From an optimization exercise on the open Yosys and OpenROAD flow, aimed at small area, a short achievable clock period and few clock cycles per item; shortcuts taken in it are not production practice. The RTL was checked by simulation tests, not by an equivalence proof against the original design.

## flow/design.v (module list and top-level ports; edited modules follow where they fit)
// module pixel_unit: 2587 lines
module pixel_unit (
    input  wire        clk,
    input  wire        rst,
    input  wire        in_valid,
    output wire        in_ready,
    input  wire [2:0]  in_op,
    input  wire [1:0]  in_pal,
    input  wire [15:0] in_thresh,
    input  wire [1:0]  in_x,
    input  wire [1:0]  in_y,
    input  wire [31:0] in_pix,
    output reg         out_valid,
    input  wire        out_ready,
    output wire [31:0] out_pix,
    output wire [1:0]  out_idx,
    output wire [31:0] out_dist,
    output wire        out_err
);
  // ...
==> flow/run.sh <==
#!/bin/bash
# synth_recipe.tcl (not shown) runs the flow's synth.tcl, then flattens the netlist and writes it again
# the make line also repeats each setting of config.mk as NAME=value (left out here)
make -C /OpenROAD-flow-scripts/flow DESIGN_CONFIG=/design/flow/config.mk WORK_HOME=/design/flow/orfs CLKGATE_MAP_FILE= SYNTH_SCRIPT=/design/flow/synth_recipe.tcl finish
==> flow/config.mk <==
export PLATFORM = sky130hd
export DESIGN_NAME = pixel_unit
export DESIGN_NICKNAME = pixel_unit
export VERILOG_FILES = /design/flow/design.v
export SDC_FILE = /design/flow/constraint.sdc
export NUM_CORES = 4
export LEC_CHECK = 0
export CAP_MARGIN = 20
export CORE_MARGIN = 2
export CORE_UTILIZATION = 40
export SLEW_MARGIN = 20
==> flow/constraint.sdc <==
create_clock -name core_clock -period 125.0 [get_ports {clk}]
set_input_delay 25.0000 -clock core_clock [delete_from_list [all_inputs] [get_ports {clk}]]
set_output_delay 25.0000 -clock core_clock [all_outputs]
set_load 0.01 [all_outputs]
==> PnR_summary.wiki, run 1 <==
{| class="wikitable"
! Metric !! Value
|-
| Status || complete, no violations
|-
| Commonest cells after routing, fill and taps aside || inv_1 (749), fa_1 (665), nand2_1 (255), nor2_1 (208), ha_1 (175)
|-
| Count of clock tree sinks || 161
|-
| Number of global-route vias before repair || 22867
|-
| Met1 Track Usage GR || 32.3%
|-
| Logic depth of the worst path, buffers included || 1
|-
| Leading cell type in the layout, fill and taps excluded || inv_1
|-
| Total setup violations reported at the end of the flow || 0
|-
| Depth of the worst register-to-register path || 71
|-
| Num rows || 100
|-
| Area contributors post-synth || fa_1 (45%), edfxtp_1 (11%), inv_1 (9.4%), ha_1 (7.4%), dfxtp_1 (3.2%)
|-
| Most used standard cells in the synthesized netlist || inv_1 (749), fa_1 (665), nand2_1 (255)
|-
| Hold worst-path end || rs_data[31]$_DFF_P_
|-
| Worst reg2reg path startpoint || ir_pix[16]$_DFFE_PP_
|-
| Most area-hungry cell type in the Yosys netlist || fa_1
|-
| Count of fill cells added during filler insertion || 7257
|-
| Critical path start-end classification || reg2out
|-
| Amount of wire on met3 after detailed routing || 6570 um
|-
| Starting density of the core || 40.2%
|-
| Area growth from synthesis to layout || 10.1%
|-
| Maximum clock insertion buffer count || 2
|-
| Worst setup endpoint || in_ready
|-
| Pre-CTS worst setup slack || 98.40 ns
|-
| CP endpoint kind || primary output
|-
| Mean Syn Cell Area || 9.81 um2
|-
| Synthesized-area fraction occupied by ao, oa, aoi and oai cells || 7.78%
|-
| Global-route wire length before repair || 136000 um
|-
| Max-area cell class || multi-input combinational cells
|-
| Number of standard cells after synthesis || 3036
|-
| Met2 routed WL || 40500 um
|-
| Library cell with the highest instance count after synthesis || inv_1
|-
| Combined area of the multi-input logic cells || 0.0221 mm2
|-
| Met3 track demand over resource in global routing || 4.64%
|}
Testbench counts, summed over its fixed seeds: cycles 32,016, items 32,000.
==> run 2, diff against run 1 <==
--- a/flow/design.v
+++ b/flow/design.v
@@ -2531,19 +2531,20 @@
     reg [31:0] rs_data;
     reg [1:0]  rs_idx;
     reg        rs_err, rs_near;
     reg [31:0] or_pix;
     reg [27:0] or_dist;
     reg [1:0]  or_idx;
     reg        or_err;
     reg        in_rdy;
-    wire adv = !out_valid || out_ready;
+    wire adv = out_ready;
     assign in_ready = in_rdy;
-    wire ir_v_n = in_rdy ? in_valid : 1'b1;
+    wire ir_en  = !(rs_v && ir_v);
+    wire ir_v_n = ir_en ? in_valid : 1'b1;
     wire rs_v_n = rs_v ? !adv : (!adv && ir_v);
     always @(posedge clk) begin
         if (rst) begin
             ir_v      <= 1'b0;
             rs_v      <= 1'b0;
             out_valid <= 1'b0;
             in_rdy    <= 1'b1;
         end else begin
@@ -2553,17 +2554,17 @@
             if (adv) out_valid <= rs_v || ir_v;
         end
     end
     wire [31:0] n_data = rs_v ? rs_data : res_data;
     wire [1:0]  n_idx  = rs_v ? rs_idx  : res_idx;
     wire        n_err  = rs_v ? rs_err  : res_err;
     wire        n_near = rs_v ? rs_near : res_near;
     always @(posedge clk) begin
-        if (in_rdy) begin
+        if (ir_en) begin
             ir_op  <= in_op;
             ir_pal <= in_pal;
             ir_t   <= in_thresh[7:0];
             ir_thi <= |in_thresh[15:8];
             ir_x   <= in_x;
             ir_y   <= in_y;
             ir_pix <= in_pix;
         end
==> PnR_summary.wiki, run 2 <==
{| class="wikitable"
! Metric !! Value
|-
| Post-CTS repair timing setup buffer count || 0 (unchanged)
|-
| Chain of cells forming the critical path || clkdlybuf4s50_1 (unchanged)
|-
| Combinational family with the most area after synthesis || adder cells (unchanged)
|-
| Worst reg2reg path startpoint || ir_pix[1]$_DFFE_PN_ (was ir_pix[16]$_DFFE_PP_)
|-
| Required time of the critical path || 100.00 ns (about the same)
|-
| Placer Congestion || 0.928 (was 0.922)
|-
| Share of the yosys chip area belonging to registers || 14.7% (was 14.6%)
|-
| Number of DRC markers in iteration 0 || 1906 (was 1776)
|-
| Post-Synth XOR/XNOR Area || 1.59% (about the same)
|-
| Die height || 276 um (was 277 um)
|-
| Endpoints failing hold || 0 (unchanged)
|-
| Share of post-route cells with drive strength above 1 || 4.38% (was 3.93%)
|-
| Synth Cell Area || 0.0296 mm2 (was 0.0298 mm2)
|-
| Number of input and output port buffers inserted || 125 (unchanged)
|-
| Count of clock tree sinks || 161 (unchanged)
|-
| Most used standard cells in the synthesized netlist || inv_1 (735), fa_1 (665), nand2_1 (246) (was inv_1 (749), fa_1 (665), nand2_1 (255))
|-
| Avg WL per Cell || 21.8 um (was 21.0 um)
|-
| TritonCTS clock tree || yes (unchanged)
|-
| Crit. Startpoint || or_pix[21]$_DFFE_PP_ (was in_rdy$_SDFF_PP1_)
|-
| Setup crit start kind || flop (unchanged)
|-
| Detailed-route DRC error count || 0 (unchanged)
|-
| Max-slew violation count || 0 (unchanged)
|-
| Commonest cells after routing, fill and taps aside || inv_1 (735), fa_1 (665), nand2_1 (245), nor2_1 (225), ha_1 (175) (was inv_1 (749), fa_1 (665), nand2_1 (255), nor2_1 (208), ha_1 (175))
|-
| Highest-delay cell along the critical path || clkdlybuf4s50_1 (unchanged)
|-
| Grt total ovfl || 0 (unchanged)
|-
| Post-cts resize count || 0 (unchanged)
|-
| Pre-CTS worst setup slack || 98.85 ns (was 98.40 ns)
|-
| Start point of the worst hold path || rs_data[28]$_DFF_P_ (was rs_data[31]$_DFF_P_)
|-
| Max Fclk || 38.0 MHz (was 37.5 MHz)
|-
| WP buf/inv || 1 (unchanged)
|-
| Share of cell area taken by muxes after synthesis || 1.46% (was 1.55%)
|-
| Count of fill cells added during filler insertion || 6987 (was 7257)
|-
| Area growth from synthesis to layout || 10.2% (was 10.1%)
|-
| Share of synthesized cell area in full adder, half adder and majority cells || 52.5% (was 52.1%)
|-
| Share of the clock period used by the worst path || 21.1% (was 21.3%)
|-
| Number of H-tree levels || 4 (unchanged)
|-
| Relative slew slack || 25.7% (was 26.0%)
|-
| Area contributors post-synth || fa_1 (45%), edfxtp_1 (11%), inv_1 (9.3%), ha_1 (7.4%), dfxtp_1 (3.2%) (was fa_1 (45%), edfxtp_1 (11%), inv_1 (9.4%), ha_1 (7.4%), dfxtp_1 (3.2%))
|-
| Setup skew after layout || 0.0203 ns (was 0.0242 ns)
|-
| # IOs || 130 (unchanged)
|-
| Total setup violations reported at the end of the flow || 0 (unchanged)
|-
| Via density per instance || 5.25 (was 5.18)
|-
| CP endpoint kind || primary output (unchanged)
|-
| Critical path start-end classification || reg2out (unchanged)
|-
| Number of synthesized register bits || 161 (unchanged)
|-
| Global-route total usage across every layer || 23.9% (was 23.4%)
|-
| Setup ws final || 98.66 ns (was 98.34 ns)
|-
| Largest stage delay, worst path || 0.54 ns (was 0.61 ns)
|-
| Number of distinct library cell variants in the gate-level netlist after synthesis || 98 (was 91)
|-
| Total number of vias || 21374 (was 21257)
|-
| Starting density of the core || 40.5% (was 40.2%)
|-
| Source-to-sink clock delay at the later pin of the worst-skew pair || 0.45 ns (was 0.49 ns)
|-
| Worst min-delay path category || reg2reg (unchanged)
|-
| Async set-reset flop share out of synthesis || 0% (unchanged)
|-
| Core Region || 0.0732 mm2 (was 0.0741 mm2)
|-
| Top flop regs || ir_pix: 32 flops, or_pix: 32 flops, rs_data: 32 flops (unchanged)
|-
| Worst Max-Slew Pin Slew || 1.11 ns (was 1.10 ns)
|-
| Number of nets in the layout || 3996 (was 4019)
|-
| Layout Utilization || 44.6% (was 44.3%)
|-
| Floorplan die area || 0.0763 mm2 (was 0.0767 mm2)
|-
| Maximum clock insertion buffer count || 2 (unchanged)
|-
| Number of global-route vias before repair || 22634 (was 22867)
|-
| WP data arrival || 1.34 ns (was 1.66 ns)
|-
| Share of Yosys cell area claimed by the top area cell type || 44.9% (was 44.7%)
|-
| X dimension of the die || 276 um (was 277 um)
|-
| Library cell with the highest instance count after synthesis || inv_1 (unchanged)
|-
| Number of buffers created by CTS || 17 (unchanged)
|-
| Num rows || 99 (was 100)
|-
| Clock slew at reported path FFs || 0.08 ns (was 0.07 ns)
|-
| RSZ-0062 raised after global routing || false (unchanged)
|-
| Post-synthesis share of cell area spent on and, or, nand and nor gates || 11.5% (was 11.2%)
|-
| Post-synth EDFFs || 113 (unchanged)
|-
| Status || complete, no violations (unchanged)
|-
| Post-route setup TNS || 0 ns (unchanged)
|-
| Mean Syn Cell Area || 9.85 um2 (was 9.81 um2)
|-
| Detailed Route WL || 88600 um (was 86000 um)
|-
| Antenna violations before repair || 0 (was 3)
|-
| Synthesized-area fraction occupied by ao, oa, aoi and oai cells || 7.37% (was 7.78%)
|-
| Yosys warning count || 1 (unchanged)
|-
| Final antenna-violating net count || 0 (unchanged)
|-
| Total half-perimeter wirelength after legalization and detailed placement || 69600 um (was 67700 um)
|-
| Number of standard cells after synthesis || 3010 (was 3036)
|-
| Hold bufs inserted after CTS || 0 (unchanged)
|-
| Buffer type at the clock tree root || clkbuf_16 (unchanged)
|-
| Flip-flop cell with the highest count after synthesis || edfxtp_1 (unchanged)
|-
| Final worst path period need || 26.34 ns (was 26.66 ns)
|-
| Count of max-cap constraint violations || 0 (unchanged)
|-
| Kind of cell adding the most delay to the critical path || buffers and inverters (unchanged)
|-
| Iteration count of the initial detailed-routing pass || 6 (unchanged)
|-
| Largest net degree at the start of global routing || 161 (was 138)
|-
| Global-route wire length before repair || 138000 um (was 136000 um)
|-
| Maximum net fanout on the critical path || 1 (was 10)
|-
| Most area-hungry cell type in the Yosys netlist || fa_1 (unchanged)
|-
| Leading cell type in the layout, fill and taps excluded || inv_1 (unchanged)
|}
==> run 2: changes by cell type in the layout (fill, tap and decap cells not counted), sizes merged, moves of 12 or more <==
cell / change
a21oi: +15
nor2: +19
nor3: +15
o21ai: -12
inv: -14
==> run 2: worst reg2reg max path: cells and delay by family (launching register included) <==
kind                     cells  cell delay (ns)
XOR/XNOR                     1             0.18
buffers and inverters        8             1.16
AND/OR/NAND/NOR             13             2.63
multiplexers                 5             1.95
AO/OA/AOI/OAI               17             5.00
adder cells (fa/ha/maj)     32            12.92
flip-flops                   1             0.37
==> run 2: layer usage <==
metal  vias up  part of all wire, %  global-route usage, %
met5         -                    0                      0
met4         0                  2.5                   5.56
met3       118                  7.7                   4.14
met2       865                   46                   38.3
met1     10933                   44                   33.9
li1       9458                    -                      -
==> run 2: kinds of logic (layout without fill, tap and decap cells) <==
logic type / after synthesis / in the layout
multiplexers: 42 / 42
other: 2 / 6
XOR/XNOR: 53 / 53
buffers and inverters: 852 / 947
AND/OR/NAND/NOR: 730 / 730
adder cells (fa/ha/maj): 846 / 846
flip-flops: 161 / 161
AO/OA/AOI/OAI: 324 / 324
==> run 2: layout make-up <==
type	count	area (um2)	area share [%]
Antenna cell	1	2.50	0.00766
Clock buffer	17	425	1.30
Clock inverter	15	206	0.632
Inverter	744	2790	8.55
Multi-Input combinational cell	2000	22100	67.6
Sequential cell	161	4360	13.3
Tap cell	959	1200	3.67
Timing Repair Buffer	171	1600	4.91
==> run 2: per-stage QoR <==
stage	std cells	hold WS (ns)	cell area [um2]
5_1_grt	4067	0.486	32700
3_3_place_gp	4035	0.445	32000
4_1_cts	4067	0.469	32700
2_1_floorplan	3013	0.426	29700
3_5_place_dp	4035	0.446	32000
6_report	4068	0.467	32700
==> run 2: worst paths after layout <==
path | endpoint | slack (ns) | depth (start not counted)
hold / removal | rs_data[28]$_DFF_P_ | 0.47 | 2
hold reg to reg | rs_data[28]$_DFF_P_ | 0.47 | 2
setup / recovery | out_pix[21] | 98.66 | 1
setup reg to reg | or_pix[23]$_DFFE_PP_ | 100.53 | 76
Testbench counts of run 2, summed over its fixed seeds: cycles 32,016, items 32,000.

-- port drivers added, routing unchanged --
Ports are ideal in the flow. The routed layouts listed here were re-timed in OpenROAD. Step 1: set_driving_cell puts a clkbuf_16 on clk and a buf_2 on each other input, an assumption about the parent block. Step 2, shift: input delay + t, output delay - t, t = (earliest + latest rising clock arrival at the registers) / 2. This alone moves slack from input paths to output paths. Three values: ideal, step 1, step 2; two values: the first two.
run	shift t [ns]	slack for setup (ns)	clock arrival spread, ns	worst data-port slew with drivers (ns)	pins driven straight from the clock port
run 1	0.544	98.339 / 98.275 / 98.366	0.024 / 0.025	0.04	1
run 2	0.502	98.656 / 98.598 / 98.837	0.021 / 0.021	0.05	1
After both steps every run listed still meets setup and hold.
